Source: an optimization exercise on an open RTL-to-GDS flow (aim: small area, a short achievable clock period and few clock cycles). Production flows keep margins and buffers that such runs may drop.
Function was checked by simulation only, so behaviour that the tests miss may differ from the original.
Power is estimated from default activity; no workload was simulated.

==> design.v <==
module kbd_scan_react (
    input  wire        clk,
    input  wire        rst,
    input  wire        cmd_valid,
    input  wire [7:0]  cmd,
    output wire        cmd_ready,
    output reg  [7:0]  row_n,
    input  wire [7:0]  col_n,
    input  wire [31:0] rnd_data,
    output reg         rnd_take,
    output wire [17:0] ev,
    output reg         led_valid,
    output reg  [23:0] led_data,
    output reg         draw_valid,
    output wire [1:0]  draw_sprite,
    output wire [2:0]  fault
);
    localparam [1:0] M_RAINBOW = 2'd0, M_LIGHTNING = 2'd1, M_CHASE = 2'd2, M_CHASE2 = 2'd3;
    localparam [3:0] S_IDLE = 4'd0,
                     S_SCAN = 4'd1,    
                     S_POP  = 4'd2,    
                     S_DBW  = 4'd3,    
                     S_LFW  = 4'd4,    
                     S_LF   = 4'd5,    
                     S_LW0  = 4'd6,    
                     S_LT0  = 4'd7,    
                     S_LW1  = 4'd8,    
                     S_LT1  = 4'd9,    
                     S_LR   = 4'd10,   
                     S_LR2  = 4'd11,   
                     S_LT2  = 4'd12,   
                     S_KW0  = 4'd13,   
                     S_KT0  = 4'd14,   
                     S_KT1  = 4'd15;   
    reg [3:0]  st;
    reg        rdy;
    reg        rdy_ok;       
    reg        f_proto, f_ill;
    reg [2:0]  sc_row;
    reg        row_on;
    reg [2:0]  ic;           
    reg [2:0]   phi;
    reg [63:0]  rs;          
    reg [255:0] rc;          
    reg [63:0]  rsn;         
    reg         lap0;        
    reg [3:0]   pass;        
    reg [7:0]   rhot;        
    reg [7:0]   pmask;       
    reg [7:0]   bvalid;
    reg [7:0]   bkind;
    reg [2:0]   brow;
    reg [7:0]   evrow;
    reg [7:0]   ev_r;        
    reg [59:0] lk;           
    reg [11:0] lt;           
    reg [1:0]  fk;           
    reg        fws;          
    reg [7:0]  ft;
    reg        fpend;        
    reg [6:0]  lcnt;         
    reg [3:0]  cidx;
    reg [7:0]  cph;          
    reg [1:0]  mode;
    reg [3:0]  rsel;         
    reg [3:0]  jsel;         
    reg        lb;           
    reg        ldim;
    reg [7:0]  p0r;          
    reg [9:0]  a_p3;         
    reg        a_r0, a_r2;   
    reg [8:0]  a_fd;         
    reg        a_fl;         
    reg        a_ty;         
    reg [3:0]  a_d;          
    reg [1:0]  a_m3;         
    reg [1:0]  sprite;
    reg [31:0] dd;
    reg x_ltf, x_lk, x_lm, x_dt, x_dk, x_lfin, x_lw;
    reg x_rclr;              
    reg x_prev, x_prev2;     
    reg [3:0]  mnib;         
    reg [3:0]  macc;         
    reg [3:0]  mcnt;
    reg        mvalid;
    assign cmd_ready   = rdy;
    assign draw_sprite = sprite;
    assign fault       = {f_proto, f_ill, 1'b0};
    assign ev          = {ev_r[7:6], 5'd0, ev_r[5:3], 5'd0, ev_r[2:0]};
    wire [7:0]  u_s   = lap0 ? 8'd0  : rs[7:0];
    wire [31:0] u_c   = lap0 ? 32'd0 : rc[31:0];
    wire [7:0]  u_sn  = lap0 ? 8'd0  : rsn[7:0];
    wire        in_pass = (pass != 4'd0);
    reg  [7:0]  u_s2, u_fire, u_pend;
    reg  [31:0] u_c2;
    reg  [3:0]  uc;
    reg         udif;
    integer k;
    always @* begin
        for (k = 0; k < 8; k = k + 1) begin
            uc   = u_c[4*k +: 4];
            udif = u_sn[k] ^ u_s[k];
            u_fire[k] = udif & (uc == 4'd14);
            u_pend[k] = &uc;
            u_s2[k]   = u_s[k] ^ u_fire[k];
            u_c2[4*k +: 4] = udif ? ((&uc) ? 4'd1 : uc + 4'd1) : 4'd0;
        end
    end
    wire        u_fany   = |u_fire;
    reg         u_hot;
    always @* begin
        u_hot = 1'b0;
        for (k = 0; k < 8; k = k + 1)
            u_hot = u_hot | ((u_sn[k] ^ u_s[k]) & (u_c[4*k +: 4] == 4'd13));
    end
    wire [7:0]  lowmask  = (8'd1 << phi) - 8'd1;
    wire        ld_now   = !in_pass && (bvalid == 8'd0) && evrow[phi] && ((evrow & lowmask) == 8'd0);
    wire        q_any    = (bvalid != 8'd0) || (evrow != 8'd0);
    wire [7:0]  bmask    = (8'd1 << brow) - 8'd1;
    wire        pop_wait = (bvalid != 8'd0) ? ((pmask & bmask) != 8'd0) : ((pmask != 8'd0) || (evrow != 8'd0));
    reg [2:0] b_col;
    integer n;
    always @* begin
        b_col = 3'd0;
        for (n = 7; n >= 0; n = n - 1)
            if (bvalid[n]) b_col = n;
    end
    wire b_kind  = bkind[b_col];
    wire b_press = (bvalid != 8'd0) && b_kind;
    wire [2:0] sn_wp = sc_row - phi - 3'd1;
    wire       sample = (st == S_SCAN) && row_on;
    reg [7:0] bv_nx, evrow_nx, bkind_nx;
    reg [2:0] brow_nx;
    always @* begin
        bv_nx = bvalid; evrow_nx = evrow; bkind_nx = bkind; brow_nx = brow;
        if (in_pass) begin
            if (u_fany) begin
                if ((bvalid == 8'd0 && evrow == 8'd0) || (bvalid != 8'd0 && phi < brow)) begin
                    if (bvalid != 8'd0) evrow_nx[brow] = 1'b1;
                    brow_nx = phi; bv_nx = u_fire; bkind_nx = u_sn;
                end else
                    evrow_nx[phi] = 1'b1;
            end
        end else if (ld_now) begin
            brow_nx = phi; bv_nx = u_pend; bkind_nx = u_s;
            evrow_nx[phi] = 1'b0;
        end
    end
    wire [7:0] bv_pop = bvalid & ~(8'd1 << b_col);
    wire [7:0] ev_pop = (bvalid == 8'd0) ? 8'd0 : {1'b1, b_kind, brow, b_col};
    wire [3:0] m15   = (macc == 4'd15) ? 4'd0 : macc;
    wire [2:0] m5    = (m15 >= 4'd10) ? m15 - 4'd10 : (m15 >= 4'd5) ? m15 - 4'd5 : m15;
    wire [1:0] m3    = (m15 >= 4'd12) ? m15 - 4'd12 : (m15 >= 4'd9) ? m15 - 4'd9 :
                       (m15 >= 4'd6) ? m15 - 4'd6 : (m15 >= 4'd3) ? m15 - 4'd3 : m15;
    wire       r_trig = (mnib[1:0] == 2'd0) && (m5 == 3'd0);
    wire [1:0] m43   = (mnib[1:0] == 2'd3) ? 2'd0 : mnib[1:0];
    wire [2:0] jt    = {1'b0, m3} + 3'd3 - {1'b0, m43};
    wire [1:0] jq    = (jt >= 3'd3) ? jt[1:0] - 2'd3 : jt[1:0];
    wire [3:0] r_j   = {jq, mnib[1:0]};
    wire [4:0] ms1   = {1'b0, macc} + {1'b0, mnib};
    wire [3:0] ms3   = ms1[3:0] + {3'd0, ms1[4]};
    wire is_L   = (mode == M_LIGHTNING);
    wire is_C   = (mode == M_CHASE);
    wire       lt_fire = (lcnt == ((mode == M_CHASE2) ? 7'h5d : 7'h0c));    
    wire       scan_go = (ic >= 3'd3) && !in_pass;
    wire frame_x = x_ltf | x_lk | x_lm | x_lfin | x_lw | x_rclr;
    wire lf_ok   = !frame_x && !x_prev && !x_prev2;
    localparam [31:0] DD_398 = 32'h213f36d5, DD_399 = 32'h427e6daa;
    wire dd_hit = x_dk ? 1'b0 : x_dt ? (dd == DD_398) : (dd == DD_399);
    wire dd_fb  = dd[31] ^ dd[21] ^ dd[1] ^ dd[0] ^ (dd[30:0] == 31'd0);
    wire [1:0] spr_t = (sprite == 2'd1) ? 2'd2 : 2'd1;
    wire [3:0] t_lk  = mvalid ? S_KT0 : S_KW0;
    wire [3:0] t_db  = in_pass ? S_DBW : S_IDLE;
    wire [3:0] t_pop = pop_wait ? S_POP : (b_press && is_L) ? t_lk : S_IDLE;
    wire [3:0] t_lt  = (lt_fire && is_L) ? (mvalid ? S_LT0 : S_LW0) : S_IDLE;
    wire [3:0] t_lkc = is_L ? t_lk : S_IDLE;
    wire [3:0] t_lf  = lf_ok ? S_LF : S_LFW;
    wire       pop_press = !pop_wait && b_press;
    reg [3:0] st_nx;
    reg       rdy_nx, rdyok_nx, take_nx, lfin_nx, lw_nx, lb_ld, ldim_ld, jsel_ld;
    reg [3:0] rsel_nx;
    reg [2:0] scrow_nx;
    reg [7:0] rown_nx;
    reg       rowon_nx;
    always @* begin
        st_nx = st; rdy_nx = rdy; rdyok_nx = rdy_ok; take_nx = 1'b0;
        lfin_nx = 1'b0; lw_nx = 1'b0; lb_ld = 1'b0; ldim_ld = 1'b0; jsel_ld = 1'b0;
        rsel_nx = rsel; scrow_nx = sc_row; rown_nx = row_n; rowon_nx = row_on;
        case (st)
        S_SCAN: begin
            if (row_on) begin
                rown_nx = 8'hFF; rowon_nx = 1'b0; scrow_nx = sc_row + 3'd1;
                if (sc_row == 3'd7) begin
                    st_nx = S_IDLE; rdy_nx = 1'b1; rdyok_nx = 1'b1;
                end
            end else if (scan_go) begin
                rown_nx = ~(8'd1 << sc_row); rowon_nx = 1'b1;
            end
        end
        S_DBW: if (!in_pass) begin
            st_nx = S_IDLE; rdy_nx = 1'b1; rdyok_nx = !q_any;
        end
        S_POP: if (!pop_wait) begin
            st_nx = t_pop; rdy_nx = (t_pop == S_IDLE); rdyok_nx = (t_pop == S_IDLE);
            take_nx = b_press && is_L && mvalid;
        end
        S_LFW: if (lf_ok) begin
            st_nx = S_LF; rsel_nx = 4'd2;
        end
        S_LF: begin
            if (rsel == 4'd12) begin
                st_nx = S_IDLE; rdy_nx = 1'b1; rdyok_nx = 1'b1; rsel_nx = 4'd1;
            end else
                rsel_nx = rsel + 4'd1;
        end
        S_LW0: if (mvalid) begin
            st_nx = S_LT0; take_nx = 1'b1;
        end
        S_LT0: begin
            if (r_trig)
                st_nx = S_LW1;
            else begin
                st_nx = S_IDLE; rdy_nx = 1'b1; rdyok_nx = 1'b1; lfin_nx = 1'b1;
            end
        end
        S_LW1: if (mvalid) begin
            st_nx = S_LT1; take_nx = 1'b1; rsel_nx = r_j;
        end
        S_LT1: begin
            st_nx = S_LR; rsel_nx = 4'd1; jsel_ld = 1'b1;
        end
        S_LR: begin
            st_nx = S_LR2; ldim_ld = 1'b1;
        end
        S_LR2: begin
            if (ldim) begin
                st_nx = S_LT2; take_nx = 1'b1;
            end else begin
                st_nx = S_IDLE; rdy_nx = 1'b1; rdyok_nx = 1'b1; lfin_nx = 1'b1;
            end
        end
        S_LT2: begin
            lb_ld = 1'b1;
            st_nx = S_IDLE; rdy_nx = 1'b1; rdyok_nx = 1'b1; lfin_nx = 1'b1; lw_nx = 1'b1;
        end
        S_KW0: if (mvalid) begin
            st_nx = S_KT0; take_nx = 1'b1;
        end
        S_KT0: begin
            st_nx = S_KT1; take_nx = 1'b1; jsel_ld = 1'b1;
        end
        S_KT1: begin
            lb_ld = 1'b1;
            st_nx = S_IDLE; rdy_nx = 1'b1; rdyok_nx = 1'b1; lw_nx = 1'b1;
        end
        default: ;
        endcase
    end
    wire pop_s = (st == S_POP) && !pop_wait;
    wire [3:0] st_d;
    wire       rdy_d, rdyok_d, fill_d, fproto_d, xltf_d, xlk_d, xlm_d, xdt_d, xdk_d;
    wire       dv_d, take_d, rowon_d;
    wire [3:0] pass_d;
    wire [6:0] lcnt_d;
    wire [1:0] mode_d, spr_d;
    wire [7:0] ev_d, bv_d, rown_d;
    wire [2:0] scrow_d;
    wire [7:0] pmask_d;
    wire [3:0] rsel_d;
    wire       ledv_d;
    kbd_scan_react_cmd u_cmd (
        .cmd(cmd), .cmd_valid(cmd_valid), .rdy_ok(rdy_ok),
        .st_nx(st_nx), .t_db(t_db), .t_pop(t_pop), .t_lt(t_lt), .t_lkc(t_lkc), .t_lf(t_lf),
        .rdy_nx(rdy_nx), .rdyok_nx(rdyok_nx),
        .r_db(t_db == S_IDLE), .r_pop(t_pop == S_IDLE), .r_lt(t_lt == S_IDLE), .r_lkc(t_lkc == S_IDLE),
        .ro_db(!in_pass && !q_any),
        .f_ill(f_ill), .fproto_nx(f_proto || (st == S_DBW && !in_pass && q_any)),
        .db_proto(!in_pass && q_any),
        .pass_nx(in_pass ? pass - 4'd1 : (st == S_DBW && !q_any) ? 4'd8 : 4'd0),
        .lcnt(lcnt), .lcnt_lt(lt_fire ? 7'd1 : {lcnt[5:0], lcnt[6] ^ lcnt[5]}),
        .mode(mode),
        .ltf_lt(lt_fire && !is_L), .lk_lk(is_C), .lk_pop(pop_press && is_C),
        .xlk_nx(pop_s && b_press && is_C), .dk_pop(pop_press), .xdk_nx(pop_s && b_press),
        .spr_t(spr_t), .spr_nx((pop_s && b_press) ? spr_t : sprite), .dd_hit(dd_hit),
        .dv_nx(pop_s && b_press),
        .take_nx(take_nx), .take_lt(lt_fire && is_L && mvalid), .take_lk(is_L && mvalid),
        .take_pop(pop_press && is_L && mvalid),
        .pop_ok(!pop_wait), .ev_pop(ev_pop), .ev_nx(pop_s ? ev_pop : ev_r),
        .bv_pop(bv_pop), .bv_nx(pop_s ? bv_pop : bv_nx),
        .scrow_nx(scrow_nx), .rown_nx(rown_nx), .rowon_nx(rowon_nx), .scan_go(scan_go),
        .rhot(rhot),
        .pmask_nx((st == S_DBW && !in_pass && !q_any) ? rhot :
                  in_pass ? (pmask & ~(8'd1 << phi)) : pmask),
        .lf_ok(lf_ok), .rsel_nx(rsel_nx), .ledv_nx((st == S_LF) || (st == S_LFW && lf_ok)),
        .step_nx(a_step), .s_a(s_a), .z_a(z_a),
        .st_d(st_d), .rdy_d(rdy_d), .rdyok_d(rdyok_d), .fill_d(fill_d), .fproto_d(fproto_d),
        .pass_d(pass_d), .lcnt_d(lcnt_d), .mode_d(mode_d), .xltf_d(xltf_d), .xlk_d(xlk_d),
        .xlm_d(xlm_d), .xdt_d(xdt_d), .xdk_d(xdk_d), .spr_d(spr_d), .dv_d(dv_d), .take_d(take_d),
        .ev_d(ev_d), .bv_d(bv_d), .scrow_d(scrow_d), .rown_d(rown_d), .rowon_d(rowon_d),
        .rsel_d(rsel_d), .pmask_d(pmask_d), .ledv_d(ledv_d), .n_a(n_a));
    wire a_step = (st == S_LF && rsel != 4'd12) || (st == S_LFW && lf_ok) || (st == S_LT1);
    wire       f_rb  = (fk == 2'd0);
    wire       f_c2  = (fk == 2'd3);
    wire [3:0] d0    = (f_c2 && cidx >= 4'd6) ? cidx - 4'd6 : cidx;
    wire [7:0] a0_p  = f_rb ? ft : cph - {4'd0, d0};
    wire [9:0] a0_p3 = {2'd0, p0r} + {1'd0, p0r, 1'b0};
    wire [10:0] a_dp3 = f_rb ? (fws ? ((a_m3 == 2'd2) ? 11'd66 : 11'd63) : 11'd0)
                             : (a_d == 4'd0) ? (f_c2 ? -11'd15 : -11'd33) : 11'd3;
    wire [10:0] a_s3  = {1'b0, a_p3} + a_dp3;
    wire [9:0]  a_p3n = {a_s3[10] ? 2'b10 : (a_s3[9:8] == 2'b11) ? 2'b00 : a_s3[9:8], a_s3[7:0]};
    wire [3:0]  a_dn  = (a_d == 4'd0) ? (f_c2 ? 4'd5 : 4'd11) : a_d - 4'd1;
    wire [1:0]  a_m3n = (a_m3 == 2'd2) ? 2'd0 : a_m3 + 2'd1;
    wire [4:0]  s_k   = f_rb ? 5'd0 : lk[5*rsel +: 5];
    wire [4:0]  z_k   = f_rb ? 5'd0 : lk[4:0];
    wire [27:0] s_a   = {a_p3n, a_p3n < 10'd255, a_p3n >= 10'd510,
                         {1'b0, s_k, 3'd0} + {3'd0, s_k, 1'b0}, lt[rsel], a_dn, a_m3n};
    wire [27:0] z_a   = {a0_p3, a0_p3 < 10'd255, a0_p3 >= 10'd510,
                         {1'b0, z_k, 3'd0} + {3'd0, z_k, 1'b0}, lt[0], d0, 2'd0};
    wire [27:0] n_a;
    wire       b_r0  = a_r0;
    wire       b_r2  = a_r2;
    wire [7:0] b_3q  = a_p3[7:0] + {6'd0, b_r2, !b_r0 && !b_r2};
    wire [7:0] lo_v  = a_fl ? (a_ty ? 8'd128 : 8'd255) : b_3q;
    wire [7:0] hi_v  = a_fl ? 8'd255 : ~b_3q;
    wire [9:0] lo_d  = {2'd0, lo_v} - {1'b0, a_fd};
    wire [9:0] hi_d  = {2'd0, hi_v} - {1'b0, a_fd};
    wire [7:0] lo_f  = lo_d[9] ? 8'd0 : lo_d[7:0];
    wire [7:0] hi_f  = hi_d[9] ? 8'd0 : hi_d[7:0];
    wire [7:0] c_r   = (a_fl | b_r2) ? lo_f : b_r0 ? hi_f : 8'd0;
    wire [7:0] c_g   = a_fl ? lo_f : b_r0 ? 8'd0 : b_r2 ? hi_f : lo_f;
    wire [7:0] c_b   = (a_fl | !(b_r0 | b_r2)) ? hi_f : b_r0 ? lo_f : 8'd0;
    wire       c_dim = c_r < 8'd100;
    wire [3:0] cidx_next = (cidx == 4'd11) ? 4'd0 : cidx + 4'd1;
    wire [3:0] cidx_twin = (cidx_next >= 4'd6) ? cidx_next - 4'd6 : cidx_next + 4'd6;
    wire chase_upd = x_ltf & mode[1];
    wire l_clear   = (x_lm & (mode != M_RAINBOW)) | x_rclr;
    wire l_fade    = chase_upd | x_lfin;
    reg [59:0] lk_n;
    reg [11:0] lt_n;
    reg        wr;
    integer i;
    always @* begin
        for (i = 0; i < 12; i = i + 1) begin
            wr = ((chase_upd | x_lk) & ((i == cidx_next) || (mode == M_CHASE2 && i == cidx_twin))) |
                 (x_lw & (i == jsel));
            lt_n[i] = (x_lw & (i == jsel)) ? lb : lt[i];
            if (l_clear)
                lk_n[5*i +: 5] = 5'd31;
            else if (wr)
                lk_n[5*i +: 5] = l_fade ? 5'd1 : 5'd0;
            else if (l_fade && lk[5*i +: 5] != 5'd31)
                lk_n[5*i +: 5] = lk[5*i +: 5] + 5'd1;
            else
                lk_n[5*i +: 5] = lk[5*i +: 5];
        end
    end
    always @(posedge clk) begin
        lk <= lk_n;
        if (x_dk)
            dd <= 32'd0;
        else if (x_dt)
            dd <= {dd[30:0], dd_fb};
        led_data <= {c_g, c_r, c_b};
        p0r  <= a0_p;
        {a_p3, a_r0, a_r2, a_fd, a_ty, a_d, a_m3} <= n_a;
        a_fl <= (fk == 2'd1);
        lt   <= lt_n;
        bkind <= bkind_nx;
        brow  <= brow_nx;
        if (jsel_ld) jsel <= r_j;
        if (lb_ld)   lb   <= rnd_data[0];
        if (ldim_ld) ldim <= c_dim;
        rs  <= {in_pass ? u_s2 : u_s, rs[63:8]};
        rc  <= {in_pass ? u_c2 : u_c, rc[255:32]};
        rsn <= {u_sn, rsn[63:8]};
        if (sample)
            rsn[8*sn_wp +: 8] <= ~col_n;
        if (rst) begin
            st <= S_IDLE; rdy <= 1'b1; rdy_ok <= 1'b1;
            f_proto <= 1'b0; f_ill <= 1'b0;
            sc_row <= 3'd0; row_on <= 1'b0; ic <= 3'd0; row_n <= 8'hFF;
            phi <= 3'd0; lap0 <= 1'b1; pass <= 4'd0; rhot <= 8'd0; pmask <= 8'd0;
            bvalid <= 8'd0; evrow <= 8'd0; ev_r <= 8'd0;
            fk <= 2'd1; fws <= 1'b0; ft <= 8'd255; fpend <= 1'b0;
            lcnt <= 7'd1; cidx <= 4'd0; cph <= 8'd255; mode <= M_RAINBOW;
            rsel <= 4'd1;
            sprite <= 2'd0;
            x_ltf <= 1'b0; x_lk <= 1'b0; x_lm <= 1'b0;
            x_dt <= 1'b0; x_dk <= 1'b1; x_rclr <= 1'b1; x_lfin <= 1'b0; x_lw <= 1'b0; x_prev <= 1'b0; x_prev2 <= 1'b0;
            rnd_take <= 1'b0; led_valid <= 1'b0; draw_valid <= 1'b0;
            mcnt <= 4'd0; macc <= 4'd0; mvalid <= 1'b0;
        end else begin
            if (rnd_take) begin
                mcnt <= 4'd0; macc <= 4'd0; mvalid <= 1'b0;
            end else if (!mvalid) begin
                if (!mcnt[3]) begin
                    case (mcnt[2:0])
                    3'd0: mnib <= rnd_data[31:28];
                    3'd1: mnib <= rnd_data[27:24];
                    3'd2: mnib <= rnd_data[23:20];
                    3'd3: mnib <= rnd_data[19:16];
                    3'd4: mnib <= rnd_data[15:12];
                    3'd5: mnib <= rnd_data[11:8];
                    3'd6: mnib <= rnd_data[7:4];
                    default: mnib <= rnd_data[3:0];
                    endcase
                end
                if (mcnt != 4'd0)
                    macc <= ms3;
                if (mcnt[3])
                    mvalid <= 1'b1;
                else
                    mcnt <= mcnt + 4'd1;
            end
            ic <= row_on ? 3'd0 : (ic[2] ? 3'd4 : ic + 3'd1);
            phi   <= phi + 3'd1;
            if (phi == 3'd7) lap0 <= 1'b0;
            evrow <= evrow_nx;
            if (in_pass)
                rhot[phi] <= u_hot;
            pmask <= pmask_d;
            x_rclr <= 1'b0;
            if (x_lm) begin
                if (mode == M_RAINBOW)
                    fpend <= 1'b1;
                else begin
                    fk <= mode; cidx <= 4'd0; cph <= 8'd255;
                end
            end else if (chase_upd | x_lk) begin
                cidx <= cidx_next;
                cph  <= cph + 8'd1;
            end
            if (x_ltf && mode == M_RAINBOW) begin
                fk <= 2'd0;
                if (fpend) begin
                    fws <= 1'b1; ft <= 8'd0; fpend <= 1'b0;
                end else
                    ft <= ft + 8'd1;
            end
            x_prev  <= frame_x;
            x_prev2 <= x_prev;
            st      <= st_d;
            rdy     <= rdy_d;
            rdy_ok  <= rdyok_d;
            f_ill   <= fill_d;
            f_proto <= fproto_d;
            pass    <= pass_d;
            lcnt    <= lcnt_d;
            mode    <= mode_d;
            x_ltf   <= xltf_d;
            x_lk    <= xlk_d;
            x_lm    <= xlm_d;
            x_dt    <= xdt_d;
            x_dk    <= xdk_d;
            x_lfin  <= lfin_nx;
            x_lw    <= lw_nx;
            sprite  <= spr_d;
            draw_valid <= dv_d;
            rnd_take   <= take_d;
            ev_r    <= ev_d;
            bvalid  <= bv_d;
            sc_row  <= scrow_d;
            row_n   <= rown_d;
            row_on  <= rowon_d;
            rsel    <= rsel_d;
            led_valid <= ledv_d;
        end
    end
endmodule
module kbd_scan_react_cmd (
    input  wire [7:0] cmd,
    input  wire       cmd_valid,
    input  wire       rdy_ok,
    input  wire [3:0] st_nx, t_db, t_pop, t_lt, t_lkc, t_lf,
    input  wire       rdy_nx, rdyok_nx, r_db, r_pop, r_lt, r_lkc, ro_db,
    input  wire       f_ill, fproto_nx, db_proto,
    input  wire [3:0] pass_nx,
    input  wire [6:0] lcnt, lcnt_lt,
    input  wire [1:0] mode,
    input  wire       ltf_lt, lk_lk, lk_pop, xlk_nx, dk_pop, xdk_nx,
    input  wire [1:0] spr_t, spr_nx,
    input  wire       dd_hit, dv_nx,
    input  wire       take_nx, take_lt, take_lk, take_pop,
    input  wire       pop_ok,
    input  wire [7:0] ev_pop, ev_nx, bv_pop, bv_nx,
    input  wire [2:0] scrow_nx,
    input  wire [7:0] rown_nx,
    input  wire       rowon_nx, scan_go,
    input  wire [7:0] rhot, pmask_nx,
    input  wire       lf_ok,
    input  wire [3:0] rsel_nx,
    input  wire       ledv_nx, step_nx,
    input  wire [27:0] s_a, z_a,
    output wire [3:0] st_d,
    output wire       rdy_d, rdyok_d, fill_d, fproto_d,
    output wire [3:0] pass_d,
    output wire [6:0] lcnt_d,
    output wire [1:0] mode_d,
    output wire       xltf_d, xlk_d, xlm_d, xdt_d, xdk_d,
    output wire [1:0] spr_d,
    output wire       dv_d, take_d,
    output wire [7:0] ev_d, bv_d,
    output wire [2:0] scrow_d,
    output wire [7:0] rown_d,
    output wire       rowon_d,
    output wire [3:0] rsel_d,
    output wire [7:0] pmask_d,
    output wire       ledv_d,
    output wire [27:0] n_a
);
    wire ok     = cmd_valid & rdy_ok;
    wire a_scan = ok & (cmd == 8'h10);
    wire a_db   = ok & (cmd == 8'h20);
    wire a_pop  = ok & (cmd == 8'h21);
    wire a_lt   = ok & (cmd == 8'h30);
    wire a_lk   = ok & (cmd == 8'h31);
    wire a_lf   = ok & (cmd == 8'h32);
    wire a_lm   = ok & (cmd[7:2] == 6'b001101);
    wire a_dt   = ok & (cmd == 8'h40);
    wire a_dk   = ok & (cmd == 8'h41);
    wire a_ill  = ok & ~((cmd == 8'h10) | (cmd == 8'h20) | (cmd == 8'h21) | (cmd == 8'h30) |
                         (cmd == 8'h31) | (cmd == 8'h32) | (cmd[7:2] == 6'b001101) |
                         (cmd == 8'h40) | (cmd == 8'h41));
    assign st_d     = a_scan ? 4'd1 : a_db ? t_db : a_pop ? t_pop : a_lt ? t_lt :
                      a_lk ? t_lkc : a_lf ? t_lf : st_nx;
    assign rdy_d    = (a_scan | a_lf) ? 1'b0 : a_db ? r_db : a_pop ? r_pop : a_lt ? r_lt :
                      a_lk ? r_lkc : rdy_nx;
    assign rdyok_d  = (a_scan | a_lf | a_ill) ? 1'b0 : a_db ? ro_db : a_pop ? r_pop :
                      a_lt ? r_lt : a_lk ? r_lkc : rdyok_nx;
    assign fill_d   = f_ill | a_ill;
    assign fproto_d = fproto_nx | (a_db & db_proto);
    assign pass_d   = (a_db & ro_db) ? 4'd8 : pass_nx;
    assign pmask_d  = (a_db & ro_db) ? rhot : pmask_nx;
    assign lcnt_d   = a_lt ? lcnt_lt : a_lm ? 7'd1 : lcnt;
    assign mode_d   = a_lm ? cmd[1:0] : mode;
    assign xltf_d   = a_lt & ltf_lt;
    assign xlk_d    = (a_lk & lk_lk) | (a_pop & lk_pop) | xlk_nx;
    assign xlm_d    = a_lm;
    assign xdt_d    = a_dt;
    assign xdk_d    = a_dk | (a_pop & dk_pop) | xdk_nx;
    assign spr_d    = (a_dk | (a_pop & dk_pop)) ? spr_t : (a_dt & dd_hit) ? 2'd0 : spr_nx;
    assign dv_d     = a_dk | (a_dt & dd_hit) | (a_pop & dk_pop) | dv_nx;
    assign take_d   = (a_lt & take_lt) | (a_lk & take_lk) | (a_pop & take_pop) | take_nx;
    assign ev_d     = (a_pop & pop_ok) ? ev_pop : ev_nx;
    assign bv_d     = (a_pop & pop_ok) ? bv_pop : bv_nx;
    assign scrow_d  = a_scan ? 3'd0 : scrow_nx;
    assign rown_d   = a_scan ? (scan_go ? 8'hFE : 8'hFF) : rown_nx;
    assign rowon_d  = a_scan ? scan_go : rowon_nx;
    wire   lf_go    = a_lf & lf_ok;
    assign rsel_d   = lf_go ? 4'd2 : rsel_nx;
    assign ledv_d   = lf_go | ledv_nx;
    assign n_a      = (lf_go | step_nx) ? s_a : z_a;
endmodule
==> flow/run.sh <==
#!/bin/bash
# Standard ORFS layout with the standard synthesis, unchanged.  Timing repair
# aims at a larger setup slack than the default so that the achieved period is
# short; the clock tree uses larger leaf clusters; ports get plain buffers.
set -euo pipefail
bash standard.sh SETUP_SLACK_MARGIN=10 CTS_CLUSTER_SIZE=32 CTS_CLUSTER_DIAMETER=80 \
    "BUFFER_PORTS_ARGS=-buffer_cell sky130_fd_sc_hd__buf_2" finish > standard.log 2>&1
==> standard.sh <==
#!/bin/bash
# synth_recipe.tcl (not shown) runs the flow's synth.tcl, then flattens the netlist and writes it again
# the make line also repeats each setting of config.mk as NAME=value (left out here)
make -C /OpenROAD-flow-scripts/flow DESIGN_CONFIG=/design/flow/config.mk WORK_HOME=/design/flow/orfs CLKGATE_MAP_FILE= SYNTH_SCRIPT=/design/flow/synth_recipe.tcl "${@:-finish}"
==> config.mk <==
export PLATFORM = sky130hd
export DESIGN_NAME = kbd_scan_react
export DESIGN_NICKNAME = kbd_scan_react
export VERILOG_FILES = /design/flow/design.v
export SDC_FILE = /design/flow/constraint.sdc
export NUM_CORES = 8
export LEC_CHECK = 0
export CAP_MARGIN = 20
export CORE_MARGIN = 2
export CORE_UTILIZATION = 40
export PLACE_DENSITY = 0.6
export SLEW_MARGIN = 20
export SYNTH_HIERARCHICAL = 1
==> constraint.sdc <==
create_clock -name core_clock -period 14.0 [get_ports {clk}]
set_input_delay 2.8000 -clock core_clock [delete_from_list [all_inputs] [get_ports {clk}]]
set_output_delay 2.8000 -clock core_clock [all_outputs]
set_load 0.01 [all_outputs]
==> impl_metrics.tcl, run 1 <==
set metrics [dict create \
    outcome "timing/DRC/antenna clean" \
    std_cell_rows 101 \
    synth.mux.area_fraction_pct 7.51 \
    cts.clk_slew.worst_paths_ns 0.11 \
    global_route.overflow_total 0 \
    clock-root-buffer "clkbuf_16" \
    timing.max_slew.rel_slack_pct 31.7 \
    clk_latency_ns 0.63 \
    drt_pass1_iterations 5 \
    cts_tree "yes" \
    clkSinkCount 702 \
    area_added_between_synthesis_and_finish_pct 10.1 \
    leading_register_cell_type_out_of_synthesis "dfxtp_1" \
    vias 22400 \
    critPathBufInv 1 \
    start_kind "flip-flop" \
    synth_top_family_by_area "simple AND/OR/NAND/NOR gates" \
    stdcell_area_sq_um 33900 \
    clock_tree.buffer_depth 3 \
    start_util_pct 40.5 \
    rsz0062_at_grt "yes" \
    post-route-period-util_pct 28.4 \
    globalRouteTotalUtil_pct 17.3 \
    antenna_violations_before_repair 1 \
    p_leak_nw 13.4 \
    crit_fanout 3 \
    grt_max_degree 80 \
    criticalPathCategory "flip-flop to output pin" \
    sequential_cell_area_fraction_in_the_yosys_report_pct 46.6 \
    post_synth.cell_area_avg_sq_um 9.70 \
    cp_slowest_stage_delay_ns 0.39 \
    pwr-share-seq_pct 55.9 \
    post-place-ws_ns 9.07 \
    whs_ns 0.308 \
    crit_path_end_kind "output pin" \
    routed_via_density 5.25 \
    synth_enable_flop_cells 33 \
    p_sw_mw 0.946 \
    worst_margin_slew_ns 1.02 \
    cts-buffers-inserted 38 \
    crit_path_top_delay_cell "dfxtp_2" \
    layout.area.seq_sq_um 14400 \
    p_clk_share_pct 36.3 \
    insertedDiodeCount 0 \
    fin_ws_ns 10.03 \
    route.antenna.remaining_nets 0 \
    ys_async_sr_fraction_pct 0 \
    placed_standard_cell_area_sq_um 32200 \
    multi_input_comb_area_sq_um 15600 \
    chipHeight_um 282 \
    cellPowerDensity_nw_per_um2 108 \
    worstPathRequired_ns 11.20 \
    synth-adder-area-share_pct 7.08 \
    design.final.nets 3440 \
    finalCoreUtilization_pct 44.6 \
    final.fill_count 7439 \
    critPathArrivalTime_ns 1.17 \
    detailedRoute.firstIterationViolations 1407 \
    reg2reg_setup_slack_ns 10.12 \
    cts.htree.levels 2 \
    timing.clock.skew_ns 0.0683 \
    vdd_ir_drop_max_v 0.000109 \
    synthesis.area_sq_um 30800 \
    maxCapViolCount 0 \
    last_weighted_congestion_value_of_the_routability_driven_placer 0.871 \
    io-pin-count 110 \
    final-hold-violation-count 0 \
    finalSetupViolations 0 \
    port_buffers 98 \
    power.share.switching_pct 25.7 \
    min_path_type "flip-flop to flip-flop" \
    synth_compound_gate_area_share_pct 14.5 \
    wire_length_of_the_first_global_routing_pass_um 112000 \
    yosysWarningCount 7 \
    yosys-top-cells-count "dfxtp_1, nand2_1, nor2_1" \
    synthTopCellsByArea "dfxtp_1, ha_1, mux2i_1" \
    grt_pass1_vias 21100 \
    yosys_register_bits 702 \
    yosys.area_share.simple_pct 17.3 \
    synthXorXnorAreaFrac_pct 3.12 \
    finalSetupTns_ns 0 \
    timing.fmax_mhz 252 \
    critical_path_s_top_delay_family "flip-flops" \
    netlist.top_cell.by_area "dfxtp_1" \
    critical_path.cell_chain "buf_4" \
    route.final.wire_length_um 69600 \
    drt-wirelength-per-cell_um 16.3 \
    synth_cells 3180 \
    yosysUniqueCellTypes 106 \
    proportion_of_layout_cells_with_a_drive_suffix_above_1_pct 12.5 \
    timing.final.max_slew_violations 0 \
    fp.dieArea_sq_um 79300 \
    dp.final_hpwl_um 49100 \
    yosysTopAreaCellShare_pct 43.4 \
    fin_crit_ns 3.97 \
    synthMostInstantiatedCell "dfxtp_1" \
    core_region_area_sq_um 76100 \
    power_share_of_the_combinational_group_pct 7.8 \
    die-width_um 282 \
    drt_drc_violations_left 0 \
    cts_hold_buffers 0 \
    internal_power_mw 2.73 \
]
## power by group through the flow
stage | registers, mW | clock network (mW) | logic [mW]
3_3_place_gp | 2.10 | 0 | 0.267
3_5_place_dp | 2.10 | 0 | 0.270
2_1_floorplan | 2.09 | 0 | 0.228
4_1_cts | 2.06 | 1.37 | 0.273
6_report | 2.06 | 1.33 | 0.287
5_1_grt | 2.06 | 1.44 | 0.323
## path summary, 6_finish.rpt
kind	startpoint	to	cells past startpoint
setup / recovery	sprite[0]	draw_sprite[0]	1
hold / removal	rc[60]	rc[28]	0
setup reg to reg	brow[1]	bvalid[2]	15
hold reg to reg	rc[60]	rc[28]	0
## layout by cell type, fill, tap and decap left out, types with 14 or more instances in the layout
cell type / count
a21oi_1: 146
nor3_1: 48
a22oi_1: 27
ha_1: 153
o211ai_1: 18
o21ai_0: 203
mux2_2: 53
buf_2: 90
mux2_4: 14
conb_1: 22
inv_1: 130
nand2b_1: 66
clkbuf_16: 38
nand4_1: 31
a31oi_1: 14
dfxtp_1: 650
o21a_1: 14
nand3_1: 71
and3_1: 35
xor2_1: 65
mux4_2: 20
edfxtp_1: 33
or2_2: 28
o22ai_1: 26
nand2_1: 261
nor2_1: 227
nor2b_1: 99
nor4_1: 18
buf_4: 36
a22o_1: 32
and2_1: 30
xnor2_1: 45
mux2i_1: 107
a21o_1: 35
nor3b_1: 17
## sequential cells by signal, indices dropped and copies added (netlist names), 9 cells and up
register  flops
a_fd          9
a_p3         10
dd           32
led_data     24
lk           60
lt           12
rc          256
rs           64
rsn          64
## kinds of logic after synthesis
| family | Yosys count |
|---|---|
| buffers and inverters | 287 |
| AOI/OAI and AO/OA | 690 |
| muxes | 194 |
| other | 2 |
| and+or+nand+nor | 1027 |
| xor gates and xnor gates | 110 |
| adders and majority gates | 168 |
| DFF | 702 |
## routing by layer
metal	routed length (um)	GRT usage [%]	up-vias
li1	-	-	11200
met1	33800	23.8	10700
met2	31700	28.6	387
met3	2300	1.98	112
met4	1830	4.99	0
met5	0	0	-
## metrics by stage
step,std cells,total power [mW]
2_1_floorplan,3200,2.31
4_1_cts,4262,3.70
3_5_place_dp,4188,2.37
5_1_grt,4277,3.82
6_report,4277,3.68
3_3_place_gp,4188,2.37
## final cells by class
class | count | area share [%]
multi-input combinational | 2213 | 45.8
sequential | 702 | 42.5
tap | 1030 | 3.80
clock buffer | 41 | 2.83
timing repair buffer | 132 | 2.39
inverter | 134 | 1.49
clock inverter | 25 | 1.16
## Yosys stat by module, one instance, submodules excluded
module              area [sq um]  cells inside
kbd_scan_react             29100          2950
kbd_scan_react_cmd          1760           230
## what timing repair did
item | 4_1_cts | 5_1_grt
gates cloned | 2 | 0
pin swaps | 6 | 6
gates resized for setup | 34 | 31
endpoints found under the setup margin | 76 | 117
buffers inserted | 6 | 15
Testbench counts, summed over its fixed seeds: cycles 1,040,346.
==> inputs of run 2 (changes only) <==
--- a/flow/run.sh
+++ b/flow/run.sh
@@ -5,3 +5,3 @@
 set -euo pipefail
-bash standard.sh SETUP_SLACK_MARGIN=10 CTS_CLUSTER_SIZE=32 CTS_CLUSTER_DIAMETER=80 \
+bash standard.sh SETUP_SLACK_MARGIN=10.15 CTS_CLUSTER_SIZE=24 CTS_CLUSTER_DIAMETER=70 \
     "BUFFER_PORTS_ARGS=-buffer_cell sky130_fd_sc_hd__buf_2" finish > standard.log 2>&1
==> impl_metrics.tcl, run 2 <==
set metrics [dict create \
    outcome "timing/DRC/antenna clean" \
    fin_ws_ns 10.04 \
    route.antenna.remaining_nets 0 \
    cellPowerDensity_nw_per_um2 109 \
    critical_path.cell_chain "buf_6" \
    timing.fmax_mhz 253 \
    synth-adder-area-share_pct 7.08 \
    vdd_ir_drop_max_v 0.0000980 \
    yosys-top-cells-count "dfxtp_1, nand2_1, nor2_1" \
    whs_ns 0.325 \
    stdcell_area_sq_um 34900 \
    final.fill_count 7362 \
    detailedRoute.firstIterationViolations 1372 \
    chipHeight_um 282 \
    io-pin-count 110 \
    route.final.wire_length_um 70700 \
    drt_drc_violations_left 0 \
    min_path_type "flip-flop to flip-flop" \
    synth_enable_flop_cells 33 \
    p_leak_nw 13.7 \
    area_added_between_synthesis_and_finish_pct 13.2 \
    finalSetupTns_ns 0 \
    post-place-cells 4188 \
    timing.max_slew.rel_slack_pct 32.4 \
    clock-root-buffer "clkbuf_16" \
    finalSetupViolations 0 \
    sequential_cell_area_fraction_in_the_yosys_report_pct 46.6 \
    post-route-period-util_pct 28.3 \
    design.final.nets 3474 \
    worstPathRequired_ns 11.20 \
    placed_standard_cell_area_sq_um 32200 \
    worst_margin_slew_ns 1.01 \
    synth_cells 3180 \
    cts.clk_slew.worst_paths_ns 0.09 \
    largest_reg_flops 256 \
    core_region_area_sq_um 76100 \
    post-layout-total-power_mw 3.81 \
    yosysWarningCount 7 \
    leading_cell_types_in_the_layout_fill_and_taps_excluded "dfxtp_1, nand2_1, nor2_1" \
    port_buffers 98 \
    cts_tree "yes" \
    clk_latency_ns 0.64 \
    synthXorXnorAreaFrac_pct 3.12 \
    cp_slowest_stage_delay_ns 0.41 \
    synthesis.area_sq_um 30800 \
    largest_registers "rc (256), rs (64), rsn (64)" \
    fin_crit_ns 3.96 \
    layout.area.seq_sq_um 14500 \
    timing.final.max_slew_violations 0 \
    synth.mux.area_fraction_pct 7.51 \
    leading_register_cell_type_out_of_synthesis "dfxtp_1" \
    p_sw_mw 0.981 \
    start_util_pct 40.5 \
    die-width_um 282 \
    yosysTopAreaCellShare_pct 43.4 \
    drt-wirelength-per-cell_um 16.4 \
    clock_tree.buffer_depth 3 \
    synthTopCellsByArea "dfxtp_1, ha_1, mux2i_1" \
    multi_input_comb_area_sq_um 15800 \
    synth_compound_gate_area_share_pct 14.5 \
    criticalPathCategory "flip-flop to output pin" \
    power.share.switching_pct 25.8 \
    critPathArrivalTime_ns 1.16 \
    global_route.overflow_total 0 \
    power_share_of_the_combinational_group_pct 8.8 \
    globalRouteTotalUtil_pct 17.5 \
    vias 22700 \
    yosys.area_share.simple_pct 17.3 \
    std_cell_rows 101 \
    routed_via_density 5.27 \
    crit_path_top_delay_cell "dfxtp_4" \
    synth_top_family_by_area "simple AND/OR/NAND/NOR gates" \
    critPathBufInv 1 \
    internal_power_mw 2.83 \
    final-hold-violation-count 0 \
    cts.htree.levels 2 \
    grt_max_degree 78 \
    critical_path_s_top_delay_family "flip-flops" \
    synthMostInstantiatedCell "dfxtp_1" \
    grt_pass1_vias 21400 \
    rsz0062_at_grt "yes" \
    yosys_register_bits 702 \
    cts-buffers-inserted 45 \
    ys_async_sr_fraction_pct 0 \
    yosysUniqueCellTypes 106 \
    final_common_cell "dfxtp_1" \
    insertedDiodeCount 0 \
    dp.final_hpwl_um 49100 \
    crit_path_end_kind "output pin" \
    start_kind "flip-flop" \
    post-place-ws_ns 9.02 \
    finalCoreUtilization_pct 45.9 \
    drt_pass1_iterations 5 \
    fp.dieArea_sq_um 79300 \
    pwr-share-seq_pct 53.9 \
    cts_hold_buffers 0 \
    final-instance-count-excl-fill 4312 \
    registers.top_by_ff_count "rc" \
    reg2reg_setup_slack_ns 10.28 \
    maxCapViolCount 0 \
    crit_fanout 1 \
    timing.clock.skew_ns 0.0526 \
    proportion_of_layout_cells_with_a_drive_suffix_above_1_pct 15.1 \
    p_clk_share_pct 37.3 \
    antenna_violations_before_repair 0 \
    last_weighted_congestion_value_of_the_routability_driven_placer 0.877 \
    netlist.top_cell.by_area "dfxtp_1" \
    post_synth.cell_area_avg_sq_um 9.70 \
    clkSinkCount 702 \
    wire_length_of_the_first_global_routing_pass_um 114000 \
]
[run 2: final cells by class]
type,instances,share of cell area (%)
Tap cell,1030,3.69
Timing Repair Buffer,159,3.67
Clock inverter,25,1.07
Multi-Input combinational cell,2213,45.4
Clock buffer,49,3.30
Sequential cell,702,41.5
Inverter,134,1.45
[run 2: cell families after synthesis]
kind of cell / after synthesis
compound gates: 690
xor+xnor: 110
fa+ha+maj: 168
buf+inv: 287
flops: 702
mux: 194
other cells: 2
simple gates: 1027
[run 2: path summary, 6_finish.rpt]
check,start,endpoint,depth (start not counted)
min reg2reg,rc[111],rc[79],0
min,rc[111],rc[79],0
max,draw_valid,draw_valid,1
max reg2reg,fk[0],a_r2,13
[run 2: modules after synthesis, one instance, submodules excluded]
module              times used  flip-flops and latches  area [sq um]
kbd_scan_react_cmd           1                       0          1760
kbd_scan_react               1                     702         29100
[run 2: per-layer routing]
layer / global-route usage (%) / wire length [um]
met4: 4.05 / 1320
met1: 23.8 / 33700
met2: 29.5 / 33200
met5: 0 / 0
met3: 2.16 / 2510
[run 2: power groups by stage]
stage	Clock, mW	Combinational, mW	Sequential, mW
finish	1.42	0.334	2.05
global route	1.54	0.375	2.06
global placement	0	0.266	2.10
floorplan	0	0.229	2.09
detailed placement	0	0.272	2.10
CTS	1.47	0.282	2.06
[run 2: repair_timing]
item                                    in CTS  in global routing
resized for setup                          122                 63
setup buffers                               21                 27
hold endpoints to repair                     0                  0
gates cloned                                 2                  0
pin swaps                                    8                 13
endpoints found under the setup margin     140                168
==> inputs of run 3 (changes only) <==
--- a/flow/run.sh
+++ b/flow/run.sh
@@ -5,3 +5,3 @@
 set -euo pipefail
-bash standard.sh SETUP_SLACK_MARGIN=10.15 CTS_CLUSTER_SIZE=24 CTS_CLUSTER_DIAMETER=70 \
+bash standard.sh SETUP_SLACK_MARGIN=10.3 CTS_CLUSTER_SIZE=24 CTS_CLUSTER_DIAMETER=70 \
     "BUFFER_PORTS_ARGS=-buffer_cell sky130_fd_sc_hd__buf_2" finish > standard.log 2>&1
==> impl_metrics.tcl, run 3 <==
set metrics [dict create \
    outcome "timing/DRC/antenna clean" \
    grt_max_degree 80 \
    critPathArrivalTime_ns 1.13 \
    detailedRoute.firstIterationViolations 1518 \
    timing.max_slew.rel_slack_pct 36.1 \
    drt_pass1_iterations 7 \
    antenna_violations_before_repair 0 \
    synth.mux.area_fraction_pct 7.51 \
    final_common_cell "dfxtp_1" \
    yosysUniqueCellTypes 106 \
    timing.fmax_mhz 254 \
    ys_async_sr_fraction_pct 0 \
    dp.final_hpwl_um 49200 \
    sequential_cell_area_fraction_in_the_yosys_report_pct 46.6 \
    reg2reg_setup_slack_ns 10.30 \
    yosys-top-cells-count "dfxtp_1, nand2_1, nor2_1" \
    rsz0062_at_grt "yes" \
    worst_margin_slew_ns 0.958 \
    globalRouteTotalUtil_pct 17.7 \
    std_cell_rows 101 \
    placed_standard_cell_area_sq_um 32200 \
    largest_registers "rc (256), rs (64), rsn (64)" \
    worstPathRequired_ns 11.20 \
    cts_tree "yes" \
    area_added_between_synthesis_and_finish_pct 14.2 \
    final-hold-violation-count 0 \
    yosys_register_bits 702 \
    synth-adder-area-share_pct 7.08 \
    route.antenna.remaining_nets 0 \
    port_buffers 98 \
    leading_register_cell_type_out_of_synthesis "dfxtp_1" \
    netlist.top_cell.by_area "dfxtp_1" \
    finalSetupTns_ns 0 \
    design.final.nets 3490 \
    final.fill_count 7273 \
    finalSetupViolations 0 \
    crit_path_top_delay_cell "dfxtp_4" \
    synth_compound_gate_area_share_pct 14.5 \
    global_route.overflow_total 0 \
    drt_drc_violations_left 0 \
    maxCapViolCount 0 \
    crit_path_end_kind "output pin" \
    p_leak_nw 13.9 \
    critPathBufInv 1 \
    min_delay_worst_endpoint "rc[19]" \
    synth_cells 3180 \
    cellPowerDensity_nw_per_um2 107 \
    r2r_start "a_r0" \
    fp.dieArea_sq_um 79300 \
    stdcell_area_sq_um 35200 \
    largest_reg_flops 256 \
    yosys.area_share.simple_pct 17.3 \
    synthXorXnorAreaFrac_pct 3.12 \
    timing.clock.skew_ns 0.0392 \
    routed_via_density 5.27 \
    synthTopCellsByArea "dfxtp_1, ha_1, mux2i_1" \
    insertedDiodeCount 0 \
    reg2reg_to "ldim" \
    hold_path_depth 0 \
    critical_path_s_top_delay_family "flip-flops" \
    min_path_type "flip-flop to flip-flop" \
    post_synth.cell_area_avg_sq_um 9.70 \
    route.final.wire_length_um 71300 \
    criticalPathCategory "flip-flop to output pin" \
    drt-wirelength-per-cell_um 16.5 \
    start_util_pct 40.5 \
    vias 22800 \
    vdd_ir_drop_max_v 0.000111 \
    min-delay-start "rc[51]" \
    clk_latency_ns 0.63 \
    cts-buffers-inserted 43 \
    synth_enable_flop_cells 33 \
    chipHeight_um 282 \
    cts_hold_buffers 0 \
    multi_input_comb_area_sq_um 16000 \
    io-pin-count 110 \
    clkSinkCount 702 \
    post-route-period-util_pct 28.1 \
    cp_slowest_stage_delay_ns 0.40 \
    wire_length_of_the_first_global_routing_pass_um 115000 \
    die-width_um 282 \
    grt_pass1_vias 21800 \
    cts.htree.levels 2 \
    worst_r2r_path_depth 12 \
    timing.final.max_slew_violations 0 \
    start_kind "flip-flop" \
    registers.top_by_ff_count "rc" \
    clock_tree.buffer_depth 3 \
    cts.clk_slew.worst_paths_ns 0.09 \
    last_weighted_congestion_value_of_the_routability_driven_placer 0.859 \
    synthMostInstantiatedCell "dfxtp_1" \
    core_region_area_sq_um 76100 \
    clock-root-buffer "clkbuf_16" \
    leading_cell_types_in_the_layout_fill_and_taps_excluded "dfxtp_1, nand2_1, nor2_1" \
    yosysTopAreaCellShare_pct 43.4 \
    fin_crit_ns 3.93 \
    proportion_of_layout_cells_with_a_drive_suffix_above_1_pct 16.2 \
    synth_top_family_by_area "simple AND/OR/NAND/NOR gates" \
    yosysWarningCount 7 \
    synthesis.area_sq_um 30800 \
    crit_fanout 1 \
    layout.area.seq_sq_um 14500 \
    post-layout-total-power_mw 3.77 \
    critical_path.cell_chain "buf_6" \
]
[run 3: cell counts after synthesis]
Identical to the previous run, type by type.
[run 3: layout make-up]
| class | count | share of cell area (%) |
|---|---|---|
| sequential | 702 | 41.1 |
| clock inverter | 22 | 0.842 |
| clock buffer | 46 | 3.09 |
| tap | 1030 | 3.66 |
| multi-input combinational | 2213 | 45.5 |
| timing repair buffer | 177 | 4.40 |
| inverter | 134 | 1.44 |
[run 3: repair_timing]
item / in CTS / in global routing
gates resized for setup: 143 / 105
pin swaps: 18 / 26
gates cloned: 3 / 0
buffers inserted: 41 / 23
endpoints found under the setup margin: 202 / 165
[run 3: how the worst max path moves through the flow]
stage                     depth (start not counted)          to  slack (ns)        from
after floorplan                                   8   bvalid[1]        9.50      cmd[7]
after global placement                            5     a_fd[5]        9.04      cmd[6]
after detailed placement                          5        a_r2        9.04      cmd[7]
after CTS                                         1  draw_valid       10.03  draw_valid
after global routing                              1  draw_valid       10.03  draw_valid
final                                             1  draw_valid       10.07  draw_valid
[run 3: cells by family after synthesis]
| family | after synthesis |
|---|---|
| fa+ha+maj | 168 |
| flops | 702 |
| other cells | 2 |
| xor+xnor | 110 |
| compound gates | 690 |
| mux | 194 |
| buf+inv | 287 |
| simple gates | 1027 |
[run 3: where the power goes]
group / total, mW / switching [mW] / internal, mW
clock network: 1.35 / 0.744 / 0.603
logic: 0.375 / 0.202 / 0.173
registers: 2.05 / 0.0229 / 2.03
[run 3: routing by layer]
metal / share of wire (%) / wire length, um / GRT usage (%)
met1: 47 / 33300 / 24.1
met2: 47 / 33500 / 29.6
met3: 4.6 / 3300 / 2.29
met4: 1.7 / 1200 / 4.19
met5: 0 / 0 / 0
[run 3: Yosys stat by module (local to each module, per instance)]
module | flops+latches | cells
kbd_scan_react | 702 | 2950
kbd_scan_react_cmd | 0 | 230
[run 3: stage by stage]
stage | std cells | hold WS (ns) | worst slack, ns | utilization [%]
3_3_place_gp | 4189 | 0.309 | 9.04 | 42.4
5_1_grt | 4324 | 0.335 | 10.03 | 46.3
6_report | 4324 | 0.326 | 10.07 | 46.3
2_1_floorplan | 3200 | 0.310 | 9.50 | -
4_1_cts | 4301 | 0.328 | 10.03 | 45.5
3_5_place_dp | 4189 | 0.312 | 9.04 | 42.4
==> inputs of run 4 (changes only) <==
--- a/flow/run.sh
+++ b/flow/run.sh
@@ -5,3 +5,3 @@
 set -euo pipefail
-bash standard.sh SETUP_SLACK_MARGIN=10.3 CTS_CLUSTER_SIZE=24 CTS_CLUSTER_DIAMETER=70 \
+bash standard.sh SETUP_SLACK_MARGIN=10 CTS_CLUSTER_SIZE=24 CTS_CLUSTER_DIAMETER=70 \
     "BUFFER_PORTS_ARGS=-buffer_cell sky130_fd_sc_hd__buf_2" finish > standard.log 2>&1
==> impl_metrics.tcl, run 4 <==
set metrics [dict create \
    outcome "timing/DRC/antenna clean" \
    last_weighted_congestion_value_of_the_routability_driven_placer 0.871 \
    critical_path.cell_chain "buf_2 -> or4b_4 -> nor3_4 -> buf_12 -> nand2_8 -> mux2_4 -> nor2b_1" \
    global_route.overflow_total 0 \
    timing.clock.skew_ns 0.0442 \
    post_synth.cell_area_avg_sq_um 9.70 \
    start_kind "input port" \
    pwr-share-seq_pct 55.3 \
    registers.top_by_ff_count "rc" \
    proportion_of_layout_cells_with_a_drive_suffix_above_1_pct 12.5 \
    route.final.wire_length_um 69900 \
    hold_path_depth 0 \
    largest_registers "rc (256), rs (64), rsn (64)" \
    vdd_ir_drop_max_v 0.000115 \
    grt_max_degree 80 \
    synthesis.area_sq_um 30800 \
    crit_path_end_kind "flip-flop" \
    multi_input_comb_area_sq_um 15600 \
    io-pin-count 110 \
    final-instance-count-excl-fill 4281 \
    fin_ws_ns 10.03 \
    die-width_um 282 \
    min-delay-start "rs[40]" \
    min_delay_worst_endpoint "rs[32]" \
    detailedRoute.firstIterationViolations 1572 \
    sequential_cell_area_fraction_in_the_yosys_report_pct 46.6 \
    critical_path_s_top_delay_family "simple AND/OR/NAND/NOR gates" \
    critPathBufInv 2 \
    std_cell_rows 101 \
    routed_via_density 5.28 \
    vias 22600 \
    maxCapViolCount 0 \
    start_util_pct 40.5 \
    grt_pass1_vias 21300 \
    fp.dieArea_sq_um 79300 \
    clock-root-buffer "clkbuf_16" \
    cts_tree "yes" \
    drt-wirelength-per-cell_um 16.3 \
    synthMostInstantiatedCell "dfxtp_1" \
    worst_margin_slew_ns 1.02 \
    cts_hold_buffers 0 \
    clk_latency_ns 0.63 \
    yosys-top-cells-count "dfxtp_1, nand2_1, nor2_1" \
    clkSinkCount 702 \
    finalSetupTns_ns 0 \
    crit_path_top_delay_cell "or4b_4" \
    cts.htree.levels 2 \
    power.share.switching_pct 25.5 \
    wire_length_of_the_first_global_routing_pass_um 113000 \
    final.fill_count 7423 \
    reg2reg_to "bvalid[2]" \
    cp_slowest_stage_delay_ns 0.59 \
    post-place-ws_ns 9.07 \
    reg2reg_setup_slack_ns 10.18 \
    internal_power_mw 2.77 \
    crit_fanout 10 \
    synth_enable_flop_cells 33 \
    critPathArrivalTime_ns 4.46 \
    yosys_register_bits 702 \
    cts-buffers-inserted 44 \
    insertedDiodeCount 0 \
    p_leak_nw 13.4 \
    r2r_start "brow[1]" \
    worstPathRequired_ns 14.48 \
    antenna_violations_before_repair 1 \
    post-route-period-util_pct 28.4 \
    globalRouteTotalUtil_pct 17.4 \
    post-layout-total-power_mw 3.72 \
    final-hold-violation-count 0 \
    cellPowerDensity_nw_per_um2 109 \
    ys_async_sr_fraction_pct 0 \
    p_sw_mw 0.949 \
    largest_reg_flops 256 \
    placed_standard_cell_area_sq_um 32200 \
    post-place-cells 4188 \
    yosysTopAreaCellShare_pct 43.4 \
    dp.final_hpwl_um 49100 \
    drt_drc_violations_left 0 \
    min_path_type "flip-flop to flip-flop" \
    p_clk_share_pct 37.1 \
    drt_pass1_iterations 5 \
    fin_crit_ns 3.97 \
    layout.area.seq_sq_um 14400 \
    netlist.top_cell.by_area "dfxtp_1" \
    route.antenna.remaining_nets 0 \
    area_added_between_synthesis_and_finish_pct 10.4 \
    yosysWarningCount 7 \
    leading_register_cell_type_out_of_synthesis "dfxtp_1" \
    power_share_of_the_combinational_group_pct 7.6 \
    design.final.nets 3444 \
    clock_tree.buffer_depth 3 \
    timing.fmax_mhz 252 \
    chipHeight_um 282 \
    stdcell_area_sq_um 34000 \
    final_common_cell "dfxtp_1" \
    core_region_area_sq_um 76100 \
    leading_cell_types_in_the_layout_fill_and_taps_excluded "dfxtp_1, nand2_1, nor2_1" \
    synthTopCellsByArea "dfxtp_1, ha_1, mux2i_1" \
    timing.max_slew.rel_slack_pct 32.3 \
    rsz0062_at_grt "yes" \
    finalSetupViolations 0 \
    port_buffers 98 \
    worst_r2r_path_depth 15 \
    synth_cells 3180 \
    cts.clk_slew.worst_paths_ns 0.09 \
    yosysUniqueCellTypes 106 \
    timing.final.max_slew_violations 0 \
    criticalPathCategory "input port to flip-flop" \
]
==> run 4: cell counts after synthesis <==
Identical to the previous run, type by type.
==> run 4: cell families after synthesis <==
| kind of cell | count (synthesis) | share of synthesized area (%) |
|---|---|---|
| and+or+nand+nor | 1027 | 17.3 |
| xor gates and xnor gates | 110 | 3.12 |
| buffers and inverters | 287 | 3.84 |
| adders and majority gates | 168 | 7.08 |
| other | 2 | 0.0244 |
| muxes | 194 | 7.51 |
| DFF | 702 | 46.6 |
| AOI/OAI and AO/OA | 690 | 14.5 |
==> run 4: per-layer routing <==
layer  share of wire [%]  up-vias  GRT usage, %  routed length (um)
met5                   0        -             0                   0
met4                 2.7        0          5.37                1860
met3                 4.0      116          2.03                2830
met2                  46      489          28.7               32000
met1                  48    10800          23.8               33200
li1                    -    11200             -                   -
==> run 4: what timing repair did <==
action | 4_1_cts | 5_1_grt
pin swaps | 6 | 5
buffers inserted | 9 | 10
gates cloned | 2 | 0
setup endpoints to repair | 74 | 129
resized for setup | 31 | 34
==> run 4: final cells by class <==
type | instances | area share (%)
Clock buffer | 46 | 3.26
Sequential cell | 702 | 42.4
Timing Repair Buffer | 130 | 2.32
Multi-Input combinational cell | 2213 | 45.8
Inverter | 134 | 1.49
Tap cell | 1030 | 3.79
Clock inverter | 26 | 0.996
==> run 4: how the worst max path moves through the flow <==
stage | end | from | slack, ns | cells past startpoint
2_1_floorplan | bvalid[1] | cmd[7] | 9.50 | 8
3_3_place_gp | a_fd[5] | cmd[7] | 9.13 | 5
3_5_place_dp | a_r2 | cmd[7] | 9.07 | 5
4_1_cts | draw_valid | draw_valid | 9.95 | 1
5_1_grt | ldim | a_r0 | 9.99 | 14
6_report | ev_r[0] | cmd[7] | 10.03 | 7
==> run 4: power by group through the flow <==
stage                     Clock (mW)  Combinational (mW)  Sequential (mW)
after floorplan                    0               0.228             2.09
after global placement             0               0.267             2.10
after detailed placement           0               0.270             2.10
after CTS                       1.42               0.273             2.06
after global routing            1.49               0.319             2.06
final                           1.38               0.282             2.06
==> run 4: modules after synthesis (local to each module, per instance) <==
| module | area [sq um] | copies in the design |
|---|---|---|
| kbd_scan_react | 29100 | 1 |
| kbd_scan_react_cmd | 1760 | 1 |
==> run 4: per-stage QoR <==
| stage | hold WS, ns | util (%) |
|---|---|---|
| 2_1_floorplan | 0.310 | - |
| 3_3_place_gp | 0.310 | 42.3 |
| 3_5_place_dp | 0.312 | 42.3 |
| 4_1_cts | 0.308 | 44.5 |
| 5_1_grt | 0.323 | 44.7 |
| 6_report | 0.322 | 44.7 |

==> port drivers added, routing unchanged <==
In the flow no input, the clock included, has a driving cell. The finished layouts below were timed again as built, in two steps.
Step 1 sets driving cells, clkbuf_16 on the clock port and buf_2 on the other inputs (assumed; they add their load-dependent delay and slew).
Step 2, shift: input delay + t, output delay - t, t = (earliest + latest rising clock arrival at the registers) / 2. This alone moves slack from input paths to output paths.
Three values: no drivers, after step 1, after step 2; two values: the first two.
run | t, ns | setup WS [ns] | worst hold slack (ns)
run 1 | 0.661 | 10.028 / 9.965 / 9.421 | 0.308 / 0.308 / 0.308
run 2 | 0.675 | 10.040 / 9.977 / 9.430 | 0.325 / 0.325 / 0.325
run 3 | 0.668 | 10.069 / 10.009 / 9.451 | 0.326 / 0.326 / 0.326
run 4 | 0.670 | 10.028 / 9.972 / 9.402 | 0.322 / 0.322 / 0.322
After both steps setup and hold are still met in every run listed. For run 4, which loses most, drivers alone change the setup slack by -0.056 ns; drivers and shift together by -0.626 ns.
